What follows belongs to an exercise in optimizing a design on an open flow for small area, a short achievable clock period and few clock cycles per item; a production flow would make more cautious choices.
The RTL was checked by simulation tests, not by an equivalence proof against the original design.
Power and IR drop assume default switching activity.

## flow/config.mk

```make
export PLATFORM = sky130hd
export DESIGN_NAME = sio_ctrl
export DESIGN_NICKNAME = sio_ctrl
export VERILOG_FILES = /design/flow/design.v
export SDC_FILE = /design/flow/constraint.sdc
export NUM_CORES = 4
export LEC_CHECK = 0
export CAP_MARGIN = 20
export CORE_MARGIN = 2
export CORE_UTILIZATION = 40
export PLACE_DENSITY = 0.6
export SLEW_MARGIN = 20
```

## flow/constraint.sdc

```tcl
create_clock -name core_clock -period 6.0 [get_ports {clk}]
set_input_delay 1.2000 -clock core_clock [delete_from_list [all_inputs] [get_ports {clk}]]
set_output_delay 1.2000 -clock core_clock [all_outputs]
set_load 0.01 [all_outputs]
```

## flow/design.v

```verilog
module sio_ctrl (
    input  wire        clk,
    input  wire        rst,           
    input  wire        req_valid,
    output wire        req_ready,
    input  wire [35:0] req_word,      
    output wire        rsp_valid,
    output wire [15:0] rsp_data,
    output wire        rsp_refused,
    output wire [1:0]  rsp_mode,
    output wire [1:0]  rsp_tmode,
    output wire        rsp_sock,
    output reg         ev_valid,
    input  wire        ev_ready,
    output reg  [4:0]  ev_kind,
    output reg  [47:0] ev_data,
    input  wire        ev_ok,
    input  wire [15:0] ev_rdata
);
    localparam [3:0] OP_WRCNT   = 4'h1,
                     OP_WSIOCNT = 4'h2,
                     OP_WDATA   = 4'h3,
                     OP_RDATA   = 4'h4,
                     OP_WOTHER  = 4'h5,
                     OP_RESET   = 4'h8,
                     OP_SETDRV  = 4'h9,
                     OP_DESTROY = 4'hA;
    localparam [1:0] M_N8 = 2'd0, M_N32 = 2'd1, M_MULTI = 2'd2, M_JOY = 2'd3;
    localparam [1:0] T_IDLE = 2'd0, T_PARSE = 2'd1, T_SEND = 2'd2, T_RECV = 2'd3;
    localparam [1:0] K_NORMAL = 2'd0, K_MULTI = 2'd1, K_JOY = 2'd2;
    localparam CAP_INIT = 0, CAP_DEINIT = 1, CAP_LOAD = 2, CAP_UNLOAD = 3, CAP_WREG = 4;
    localparam [4:0] EV_ATTACH        = 5'd1,
                     EV_INIT          = 5'd2,
                     EV_DEINIT        = 5'd3,
                     EV_LOAD          = 5'd4,
                     EV_UNLOAD        = 5'd5,
                     EV_DRVWR_RCNT    = 5'd6,
                     EV_DRVWR_SIOCNT  = 5'd7,
                     EV_DRVWR_OTHER   = 5'd8,
                     EV_RAISE_IRQ     = 5'd9,
                     EV_LOG_UNSUPP    = 5'd10,
                     EV_LOG_INITFAIL  = 5'd11,
                     EV_SOCK_CONNECT  = 5'd12,
                     EV_SOCK_SEND     = 5'd13,
                     EV_SOCK_SEND_HDR = 5'd14,
                     EV_SOCK_RECV     = 5'd15,
                     EV_SOCK_CLOSE    = 5'd16;
    localparam [15:0] RCNT_RESET    = 16'h8000;
    localparam [15:0] NO_DATA       = 16'hFFFF;
    localparam [31:0] CONNECT_ADDR  = 32'h7F000001;
    localparam [15:0] CONNECT_PORT  = 16'd3141;
    localparam [15:0] Q_READY       = 16'h0004;
    localparam [15:0] Q_START       = 16'h0080;
    localparam [15:0] Q_INTCLK      = 16'h0001;
    localparam [15:0] Q_IRQEN       = 16'h4000;
    localparam [15:0] Q_MULTI_MASK  = 16'hFF83;
    localparam [15:0] Q_MULTI_FORCE = 16'h000C;
    localparam [5:0] S_IDLE      = 6'd0,
                     S_DECODE    = 6'd1,
                     S_EVENT     = 6'd2,
                     S_DONE      = 6'd3,
                     S_RD0       = 6'd4,    
                     S_RD1       = 6'd5,    
                     S_WR_FWD    = 6'd6,    
                     S_WS_FWD    = 6'd7,    
                     S_WS_ANS    = 6'd8,
                     S_WO_ANS    = 6'd9,
                     S_RX_ANS    = 6'd10,
                     S_TX_DONE   = 6'd11,
                     S_SEND_GO   = 6'd12,
                     S_CONN_ANS  = 6'd13,
                     S_DISC_DONE = 6'd14,
                     S_RS1       = 6'd15,
                     S_SD1       = 6'd16,
                     S_SD2       = 6'd17,
                     S_SD3       = 6'd18,
                     S_SD4       = 6'd19,
                     S_SD5       = 6'd20,
                     S_SD5B      = 6'd21,
                     S_SD6       = 6'd22,
                     S_DS1       = 6'd23,
                     S_DS2       = 6'd24,
                     S_DS3       = 6'd25,
                     S_DS4       = 6'd26,
                     S_DS5       = 6'd27,
                     S_DISPATCH  = 6'd28;
    reg  [15:0] rcnt;
    reg  [15:0] siocnt;
    reg  [1:0]  mode;
    reg         alive;
    reg         slot_used [0:2];
    reg  [15:0] slot_drv  [0:2];
    reg  [4:0]  slot_caps [0:2];
    reg  [1:0]  tmode;
    reg  [7:0]  buf_mem [0:254];
    reg  [7:0]  cursor;
    reg  [31:0] crc;
    reg  [15:0] length;
    reg  [15:0] in_count;
    reg  [15:0] out_count;
    reg  [31:0] pend_addr;
    reg  [15:0] pend_port;
    reg         sock;
    reg  [15:0] sock_h;
    reg  [5:0]  state;
    reg  [5:0]  ret_state;      
    reg  [5:0]  after_rd;       
    reg  [3:0]  r_op;
    reg  [15:0] r_aux;
    reg  [15:0] r_data;
    reg  [15:0] r_out;
    reg         r_refused;
    reg         r_ok;
    reg  [15:0] r_ans;
    reg  [1:0]  new_mode;
    reg  [1:0]  r_k;            
    reg         r_active;       
    assign req_ready   = (state == S_IDLE);
    assign rsp_valid   = (state == S_DONE);
    assign rsp_data    = r_out;
    assign rsp_refused = r_refused;
    assign rsp_mode    = mode;
    assign rsp_tmode   = tmode;
    assign rsp_sock    = sock;
    function [1:0] mode_map;
        input [1:0] rc;    
        input [1:0] sc;    
        begin
            if (rc[1] == 1'b0)
                mode_map = sc[0] ? M_N32 : M_N8;
            else
                mode_map = rc[0] ? M_JOY : M_MULTI;
        end
    endfunction
    function [1:0] slot_of;
        input [1:0] m;
        begin
            case (m)
                M_N8, M_N32: slot_of = K_NORMAL;
                M_MULTI:     slot_of = K_MULTI;
                default:     slot_of = K_JOY;
            endcase
        end
    endfunction
    function [15:0] quirk;
        input [1:0]  m;
        input [15:0] v;
        reg   [15:0] t;
        begin
            t = v;
            case (m)
                M_N8, M_N32: begin
                    t = t | Q_READY;
                    if ((t & Q_START) != 16'h0 && (t & Q_INTCLK) != 16'h0)
                        t = t & ~Q_START;
                end
                M_MULTI: t = (t & Q_MULTI_MASK) | Q_MULTI_FORCE;
                default: t = v;
            endcase
            quirk = t;
        end
    endfunction
    function quirk_irq;
        input [1:0]  m;
        input [15:0] v;
        begin
            quirk_irq = (m == M_N8 || m == M_N32) &&
                        (v & Q_START) != 16'h0 && (v & Q_INTCLK) != 16'h0 &&
                        (v & Q_IRQEN) != 16'h0;
        end
    endfunction
    wire [1:0]  act_k    = slot_of(mode);
    wire        act_used = slot_used[act_k];
    wire [15:0] act_drv  = slot_drv[act_k];
    wire [4:0]  act_caps = slot_caps[act_k];
    wire [1:0]  new_k    = slot_of(new_mode);
    wire [2:0]  sd_code  = r_aux[2:0];
    wire [4:0]  sd_caps  = r_aux[8:4];
    wire [15:0] sd_drv   = r_data;
    wire [7:0]  wbyte    = r_data[7:0];
    integer i;
    task emit;
        input [4:0]  kind;
        input [47:0] data;
        input [5:0]  ret;
        begin
            ev_valid  <= 1'b1;
            ev_kind   <= kind;
            ev_data   <= data;
            ret_state <= ret;
            state     <= S_EVENT;
        end
    endtask
    always @(posedge clk) begin
        if (rst) begin
            rcnt      <= RCNT_RESET;
            siocnt    <= 16'h0000;
            mode      <= mode_map(RCNT_RESET[15:14], 2'b00);
            alive     <= 1'b1;
            for (i = 0; i < 3; i = i + 1) begin
                slot_used[i] <= 1'b0;
                slot_drv[i]  <= 16'h0000;
                slot_caps[i] <= 5'h00;
            end
            tmode     <= T_IDLE;
            cursor    <= 8'd0;
            crc       <= 32'h0;
            length    <= 16'h0;
            in_count  <= 16'h0;
            out_count <= 16'h0;
            pend_addr <= 32'h0;
            pend_port <= 16'h0;
            sock      <= 1'b0;
            sock_h    <= 16'h0;
            state     <= S_IDLE;
            ret_state <= S_IDLE;
            after_rd  <= S_IDLE;
            r_op      <= 4'h0;
            r_aux     <= 16'h0;
            r_data    <= 16'h0;
            r_out     <= 16'h0;
            r_refused <= 1'b0;
            r_ok      <= 1'b0;
            r_ans     <= 16'h0;
            new_mode  <= M_N8;
            r_k       <= K_NORMAL;
            r_active  <= 1'b0;
            ev_valid  <= 1'b0;
            ev_kind   <= 5'd0;
            ev_data   <= 48'h0;
        end else begin
            case (state)
            S_IDLE: begin
                if (req_valid) begin
                    r_op      <= req_word[35:32];
                    r_aux     <= req_word[31:16];
                    r_data    <= req_word[15:0];
                    r_out     <= 16'h0000;
                    r_refused <= 1'b0;
                    state     <= S_DECODE;
                end
            end
            S_EVENT: begin
                if (ev_ready) begin
                    ev_valid <= 1'b0;
                    ev_kind  <= 5'd0;
                    ev_data  <= 48'h0;
                    r_ok     <= ev_ok;
                    r_ans    <= ev_rdata;
                    state    <= ret_state;
                end
            end
            S_DONE: begin
                state <= S_IDLE;
            end
            S_DECODE: begin
                if (!alive) begin
                    r_refused <= 1'b1;
                    state     <= S_DONE;
                end else begin
                    case (r_op)
                    OP_WRCNT: begin
                        rcnt     <= (rcnt & 16'h000F) | (r_data & 16'hFFF0);
                        new_mode <= mode_map(r_data[15:14], siocnt[13:12]);
                        after_rd <= S_WR_FWD;
                        state    <= S_RD0;
                    end
                    OP_WSIOCNT: begin
                        if (((r_data ^ siocnt) & 16'h3000) != 16'h0) begin
                            siocnt   <= r_data & 16'h3000;
                            new_mode <= mode_map(rcnt[15:14], r_data[13:12]);
                            after_rd <= S_WS_FWD;
                            state    <= S_RD0;
                        end else begin
                            state    <= S_WS_FWD;
                        end
                    end
                    OP_WOTHER: begin
                        if (act_used && act_caps[CAP_WREG])
                            emit(EV_DRVWR_OTHER, {r_aux, r_data, act_drv}, S_WO_ANS);
                        else begin
                            r_out <= r_data;
                            state <= S_DONE;
                        end
                    end
                    OP_RDATA: begin
                        if (tmode == T_RECV)
                            emit(EV_SOCK_RECV, 48'h0, S_RX_ANS);
                        else begin
                            r_out <= NO_DATA;
                            state <= S_DONE;
                        end
                    end
                    OP_WDATA: begin
                        case (tmode)
                        T_IDLE: begin
                            if (wbyte == 8'h89) begin
                                cursor <= 8'd0;
                                tmode  <= T_PARSE;
                            end
                            state <= S_DONE;
                        end
                        T_PARSE: begin
                            if (cursor == 8'd0) begin
                                if (wbyte == 8'h00 || wbyte == 8'h01 || wbyte >= 8'hFE)
                                    tmode <= T_IDLE;
                                else if (wbyte >= 8'h02 && wbyte <= 8'h07) begin
                                    buf_mem[0] <= wbyte;
                                    cursor     <= 8'd1;
                                end
                                state <= S_DONE;
                            end else if (wbyte == 8'hFE) begin
                                tmode <= T_IDLE;
                                state <= S_DISPATCH;
                            end else if (cursor < 8'd255) begin
                                buf_mem[cursor] <= wbyte;
                                cursor          <= cursor + 8'd1;
                                state           <= S_DONE;
                            end else begin
                                cursor <= 8'd0;
                                tmode  <= T_IDLE;
                                state  <= S_DONE;
                            end
                        end
                        T_SEND: begin
                            emit(EV_SOCK_SEND, {40'h0, wbyte}, S_TX_DONE);
                        end
                        default: state <= S_DONE;    
                        endcase
                    end
                    OP_RESET: begin
                        if (act_used && act_caps[CAP_UNLOAD])
                            emit(EV_UNLOAD, {32'h0, act_drv}, S_RS1);
                        else
                            state <= S_RS1;
                    end
                    OP_SETDRV: begin
                        if (sd_code >= 3'd4)
                            emit(EV_LOG_UNSUPP, 48'h0, S_DONE);
                        else begin
                            r_k      <= slot_of(sd_code[1:0]);
                            r_active <= (slot_of(mode) == slot_of(sd_code[1:0]));
                            state    <= S_SD1;
                        end
                    end
                    OP_DESTROY: begin
                        if (act_used && act_caps[CAP_UNLOAD])
                            emit(EV_UNLOAD, {32'h0, act_drv}, S_DS1);
                        else
                            state <= S_DS1;
                    end
                    default: begin
                        r_refused <= 1'b1;
                        state     <= S_DONE;
                    end
                    endcase
                end
            end
            S_RD0: begin
                if (new_mode == mode)
                    state <= after_rd;
                else if (act_used && act_caps[CAP_UNLOAD])
                    emit(EV_UNLOAD, {32'h0, act_drv}, S_RD1);
                else
                    state <= S_RD1;
            end
            S_RD1: begin
                mode <= new_mode;
                if (slot_used[new_k] && slot_caps[new_k][CAP_LOAD])
                    emit(EV_LOAD, {32'h0, slot_drv[new_k]}, after_rd);
                else
                    state <= after_rd;
            end
            S_WR_FWD: begin
                if (act_used && act_caps[CAP_WREG])
                    emit(EV_DRVWR_RCNT, {16'h0, r_data, act_drv}, S_DONE);
                else
                    state <= S_DONE;
            end
            S_WS_FWD: begin
                if (act_used && act_caps[CAP_WREG])
                    emit(EV_DRVWR_SIOCNT, {16'h0, r_data, act_drv}, S_WS_ANS);
                else begin
                    r_out <= quirk(mode, r_data);
                    if (quirk_irq(mode, r_data))
                        emit(EV_RAISE_IRQ, 48'h0, S_DONE);
                    else
                        state <= S_DONE;
                end
            end
            S_WS_ANS: begin
                r_out <= r_ans;
                state <= S_DONE;
            end
            S_WO_ANS: begin
                r_out <= r_ans;
                state <= S_DONE;
            end
            S_RX_ANS: begin
                r_out    <= {8'h00, r_ans[7:0]};
                in_count <= in_count + 16'd1;
                if (in_count + 16'd1 >= length)
                    tmode <= T_IDLE;
                state <= S_DONE;
            end
            S_TX_DONE: begin
                out_count <= out_count + 16'd1;
                if (out_count + 16'd1 >= length)
                    tmode <= T_IDLE;
                state <= S_DONE;
            end
            S_DISPATCH: begin
                case (buf_mem[0])
                8'h02: begin
                    if (cursor >= 8'd7 && sock) begin
                        crc    <= {buf_mem[4], buf_mem[3], buf_mem[2], buf_mem[1]};
                        length <= {buf_mem[6], buf_mem[5]};
                        emit(EV_SOCK_SEND_HDR,
                             {buf_mem[3], buf_mem[4], buf_mem[5], buf_mem[6], buf_mem[1], buf_mem[2]},
                             S_SEND_GO);
                    end else
                        state <= S_DONE;
                end
                8'h03: begin
                    if (sock) begin
                        tmode    <= T_RECV;
                        in_count <= 16'd0;
                    end
                    state <= S_DONE;
                end
                8'h05: begin
                    if (cursor >= 8'd7 && !sock) begin
                        pend_addr <= {buf_mem[4], buf_mem[3], buf_mem[2], buf_mem[1]};
                        pend_port <= {buf_mem[6], buf_mem[5]};
                        emit(EV_SOCK_CONNECT, {CONNECT_PORT, CONNECT_ADDR}, S_CONN_ANS);
                    end else
                        state <= S_DONE;
                end
                8'h06: begin
                    if (sock)
                        emit(EV_SOCK_CLOSE, {32'h0, sock_h}, S_DISC_DONE);
                    else
                        state <= S_DONE;
                end
                default: state <= S_DONE;    
                endcase
            end
            S_SEND_GO: begin
                tmode     <= T_SEND;
                out_count <= 16'd0;
                state     <= S_DONE;
            end
            S_CONN_ANS: begin
                if (r_ok) begin
                    sock   <= 1'b1;
                    sock_h <= r_ans;
                end
                state <= S_DONE;
            end
            S_DISC_DONE: begin
                sock  <= 1'b0;
                state <= S_DONE;
            end
            S_RS1: begin
                rcnt   <= RCNT_RESET;
                siocnt <= 16'h0000;
                mode   <= mode_map(RCNT_RESET[15:14], 2'b00);
                if (slot_used[K_MULTI] && slot_caps[K_MULTI][CAP_LOAD])
                    emit(EV_LOAD, {32'h0, slot_drv[K_MULTI]}, S_DONE);
                else
                    state <= S_DONE;
            end
            S_SD1: begin
                if (slot_used[r_k] && r_active && slot_caps[r_k][CAP_UNLOAD])
                    emit(EV_UNLOAD, {32'h0, slot_drv[r_k]}, S_SD2);
                else
                    state <= S_SD2;
            end
            S_SD2: begin
                if (slot_used[r_k] && slot_caps[r_k][CAP_DEINIT])
                    emit(EV_DEINIT, {32'h0, slot_drv[r_k]}, S_SD3);
                else
                    state <= S_SD3;
            end
            S_SD3: begin
                if (sd_drv != 16'h0)
                    emit(EV_ATTACH, {32'h0, sd_drv}, S_SD4);
                else
                    state <= S_SD6;
            end
            S_SD4: begin
                if (sd_caps[CAP_INIT])
                    emit(EV_INIT, {32'h0, sd_drv}, S_SD5);
                else
                    state <= S_SD6;
            end
            S_SD5: begin
                if (r_ok)
                    state <= S_SD6;
                else if (sd_caps[CAP_DEINIT])
                    emit(EV_DEINIT, {32'h0, sd_drv}, S_SD5B);
                else
                    state <= S_SD5B;
            end
            S_SD5B: begin
                emit(EV_LOG_INITFAIL, 48'h0, S_DONE);
            end
            S_SD6: begin
                slot_used[r_k] <= (sd_drv != 16'h0);
                slot_drv[r_k]  <= sd_drv;
                slot_caps[r_k] <= sd_caps;
                if (r_active && sd_drv != 16'h0 && sd_caps[CAP_LOAD])
                    emit(EV_LOAD, {32'h0, sd_drv}, S_DONE);
                else
                    state <= S_DONE;
            end
            S_DS1: begin
                if (slot_used[K_NORMAL] && slot_caps[K_NORMAL][CAP_DEINIT])
                    emit(EV_DEINIT, {32'h0, slot_drv[K_NORMAL]}, S_DS2);
                else
                    state <= S_DS2;
            end
            S_DS2: begin
                if (slot_used[K_MULTI] && slot_caps[K_MULTI][CAP_DEINIT])
                    emit(EV_DEINIT, {32'h0, slot_drv[K_MULTI]}, S_DS3);
                else
                    state <= S_DS3;
            end
            S_DS3: begin
                if (slot_used[K_JOY] && slot_caps[K_JOY][CAP_DEINIT])
                    emit(EV_DEINIT, {32'h0, slot_drv[K_JOY]}, S_DS4);
                else
                    state <= S_DS4;
            end
            S_DS4: begin
                if (sock)
                    emit(EV_SOCK_CLOSE, {32'h0, sock_h}, S_DS5);
                else
                    state <= S_DS5;
            end
            S_DS5: begin
                sock  <= 1'b0;
                alive <= 1'b0;
                state <= S_DONE;
            end
            default: state <= S_IDLE;
            endcase
        end
    end
endmodule
```

## flow/run.sh

```bash
#!/bin/bash
# synth_recipe.tcl (not shown) runs the flow's synth.tcl, then flattens the netlist and writes it again
# the make line also repeats each setting of config.mk as NAME=value (left out here)
make -C /OpenROAD-flow-scripts/flow DESIGN_CONFIG=/design/flow/config.mk WORK_HOME=/design/flow/orfs CLKGATE_MAP_FILE= SYNTH_SCRIPT=/design/flow/synth_recipe.tcl finish
```

==> notes.md <==
-- final timing paths --
| kind | start | end | depth (start not counted) |
|---|---|---|---|
| setup / recovery | r_op[3] | ev_data[44] | 7 |
| hold / removal | length[6] | length[6] | 2 |
| setup reg to reg | r_op[3] | ev_data[44] | 7 |
| hold reg to reg | length[6] | length[6] | 2 |
-- worst max-delay path: stages, from the launching register on --
cell and delay (ps):
dfxtp_1 700, nor3b_4 810, or4_1 220, o211ai_1 110
a211o_4 400, nor4b_4 570, nand3_2 630, o2bb2ai_1 390
-- flip-flops by register name, summed over array words and instances (netlist names), 5 cells and up, named ones only --
register and flops:
slot_drv 64, buf_mem 56, ev_data 48, in_count 16, length 16, out_count 16
r_ans 16, r_aux 16, r_data 16, r_out 16, sock_h 16, slot_caps 14
cursor 8, ev_kind 5, ret_state 5, state 5
-- final cells by class --
type	count	area [sq um]	area share, %
well taps	615	769	3.38
multi-input cells	1571	9960	43.7
clock buffers	58	1150	5.06
flip-flops and latches	363	8650	38.0
repair buffers	195	1810	7.93
inverters	40	150	0.659
clock inverters	22	294	1.29
-- metrics by stage --
stage,setup slack [ps],hold WS (ps),utilization (%),instances,area (sq um)
final,2070,456,47.6,2864,22800
after global routing,1840,470,47.6,2864,22800
after CTS,2120,456,47.6,2863,22800
after detailed placement,2040,447,44.6,2783,21300
after global placement,2110,445,44.5,2783,21300
after floorplan,2650,406,-,2137,19400
-- synthesized netlist by cell type (11+ instances only) --
| cell type | n |
|---|---|
| nand4_1 | 15 |
| ha_1 | 40 |
| nand3_1 | 54 |
| buf_1 | 14 |
| o21ai_0 | 83 |
| nand2b_1 | 21 |
| nor2b_1 | 14 |
| a22oi_1 | 60 |
| xor2_1 | 17 |
| and3_1 | 43 |
| nor2_1 | 183 |
| o211ai_1 | 16 |
| nor3_1 | 34 |
| a221oi_1 | 23 |
| buf_2 | 31 |
| a222oi_1 | 11 |
| a211oi_1 | 27 |
| or3_1 | 12 |
| a22o_1 | 29 |
| o2bb2ai_1 | 29 |
| a31oi_1 | 16 |
| nand2_1 | 288 |
| mux4_2 | 19 |
| dfxtp_1 | 225 |
| inv_1 | 39 |
| clkbuf_1 | 109 |
| xnor2_1 | 20 |
| a21oi_1 | 224 |
| a2111oi_0 | 11 |
| nor4_1 | 14 |
| mux2i_1 | 61 |
| edfxtp_1 | 138 |
| and2_1 | 48 |
-- power breakdown --
part	internal, mW	switching, mW
registers	2.72	0.179
clock network	1.58	1.12
logic	0.570	1.33
total	4.87	2.63
-- cells by family after synthesis --
kind of cell	count (synthesis)	synth area share [%]
buffers and inverters	203	4.46
adder cells (fa/ha/maj)	40	2.58
multiplexers	90	5.93
flip-flops	363	44.6
AND/OR/NAND/NOR	795	20.0
XOR/XNOR	37	1.67
AO/OA/AOI/OAI	609	20.8
-- metal layers --
layer	vias up	share of wire, %
met5	-	0.014
met4	2	3.8
met3	173	10
met2	1030	44
met1	8844	42
li1	8015	-
-- layout by cell type (no fill, tap or decap), types with 39 or more instances in the layout --
cell | Yosys | final
nand2_1 | 288 | 288
a21oi_1 | 224 | 224
dfxtp_1 | 225 | 224
nor2_1 | 183 | 179
edfxtp_1 | 138 | 138
clkdlybuf4s50_1 | 0 | 133
o21ai_0 | 83 | 82
mux2i_1 | 61 | 61
a22oi_1 | 60 | 60
buf_4 | 3 | 60
nand3_1 | 54 | 54
and2_1 | 48 | 48
and3_1 | 43 | 43
clkbuf_16 | 0 | 43
ha_1 | 40 | 40
inv_1 | 39 | 39
==> results.cfg <==
[global_route]
grt.busiest_layer = met2
grt_antenna_before_repair = 1
grtUsageMet2_pct = 47.2
grt-ovfl-total = 0
grt_max_degree = 72
use_met3_pct = 6.39
grt_pass1_vias = 17035
grt_use_met1_pct = 43.2
grt_use_total_pct = 30.9
grt_pass1_wl_mm = 115

[final_layout]
finalNetCount = 2311
syn_to_final_growth_pct = 17.4
drive_gt1_share_pct = 9.34
num_antenna_cells = 0
fillCellCount = 4564

[synthesis]
synth-async-reset-ratio_pct = 0
synth_warnings = 1
synth-main-ff-cell = dfxtp_1
synth_edf_count = 138
yosys.area.top_type = dfxtp_1
synth_top_area_share_pct = 23.2
synthTopCellsByArea = dfxtp_1, edfxtp_1, a21oi_1
ys_seq_area_share_pct = 44.6
syn-instance-count = 2137
synth-seq-cells = 363
synth.distinct_cells = 93
syn_avg_cell_area_sq_um = 9.08
synth_nets = 2234
synthesis.area_sq_mm = 0.0194

[clock_network]
numCtsBuffers = 43
clk_path_buf_depth = 3
cts_tree = done
cts_setup_buffers = 0
clock-sinks = 363
htree_levels = 2
root_buffer = clkbuf_16
cts.reportedPaths.clkPinSlew_ps = 60
holdBufCountCts = 0
cts_resized = 0
insertion_delay_ps = 590

[die]
die_area_sq_mm = 0.0503
die_h_um = 224
core_area_sq_mm = 0.0478
rows = 80
start_util_pct = 40.6
io_pins = 135
dieWidth_um = 224

[power]
p_leak_nw = 7.86
ir_worst_vdd_uv = 206
power_mw = 7.51
p_per_area_mw_per_mm2 = 330

[routing]
drt-vias-per-instance = 6.31
drtPass1Iterations = 7
num_vias = 18064
ant_nets = 0
drc = 0
wl_per_cell_um = 27.6
drt_iter0_markers = 2293
drt_wl_total_mm = 79.0

[placed_design]
io_buffers = 134
post-dp-hpwl_mm = 56.1
place_congestion = 0.987

[sta]
finalCritPeriodShare_pct = 65.4
tightest_slew_ps = 1070
drv_slew = 0
fmax_ghz = 0.255
slew_headroom_pct = 28.1
setup-tns-final_ps = 0
clock_skew_ps = 36.3
rsz0062_at_grt = no
setup_viol_count_final = 0
timing.final.crit_period_ps = 3930
finalHoldViolations = 0

[setup_path]
critical_path_class = register to register
crit_path_end_kind = register
crit_fanout = 29
critPathLaunchType = register
r2r_slack_ps = 2070
cp.required_ps = 6490
arrival_ps = 4420

[hold_path]
hold_path.class = register to register

[run]
drv_cap = 0

[outcome]
status = complete, no violations
Testbench counts, summed over its fixed seeds: cycles 104,285, items 25,959.

[port drivers added, routing unchanged]
No port has a modelled driver above. Below, the same layout with a new extraction and two added sets of constraints. Step 1 sets driving cells, clkbuf_16 on the clock port and buf_2 on the other inputs (assumed; they add their load-dependent delay and slew). Step 2 moves the port delays by t, midway between the first and last clock arrival at a register: inputs arrive t later, outputs are due t later. That takes back most of the time a late clock gives input paths. Slacks: ideal / step 1 / step 2; pairs: ideal / step 1.
shift t [ns]: 0.639
slack for setup (ns): 2.075 / 2.023 / 1.933
worst slew at a driven data input, ns: 0.05
After both steps setup and hold are still met in this run. The setup slack of this run moves by -0.052 ns with the drivers and by -0.142 ns with both steps.
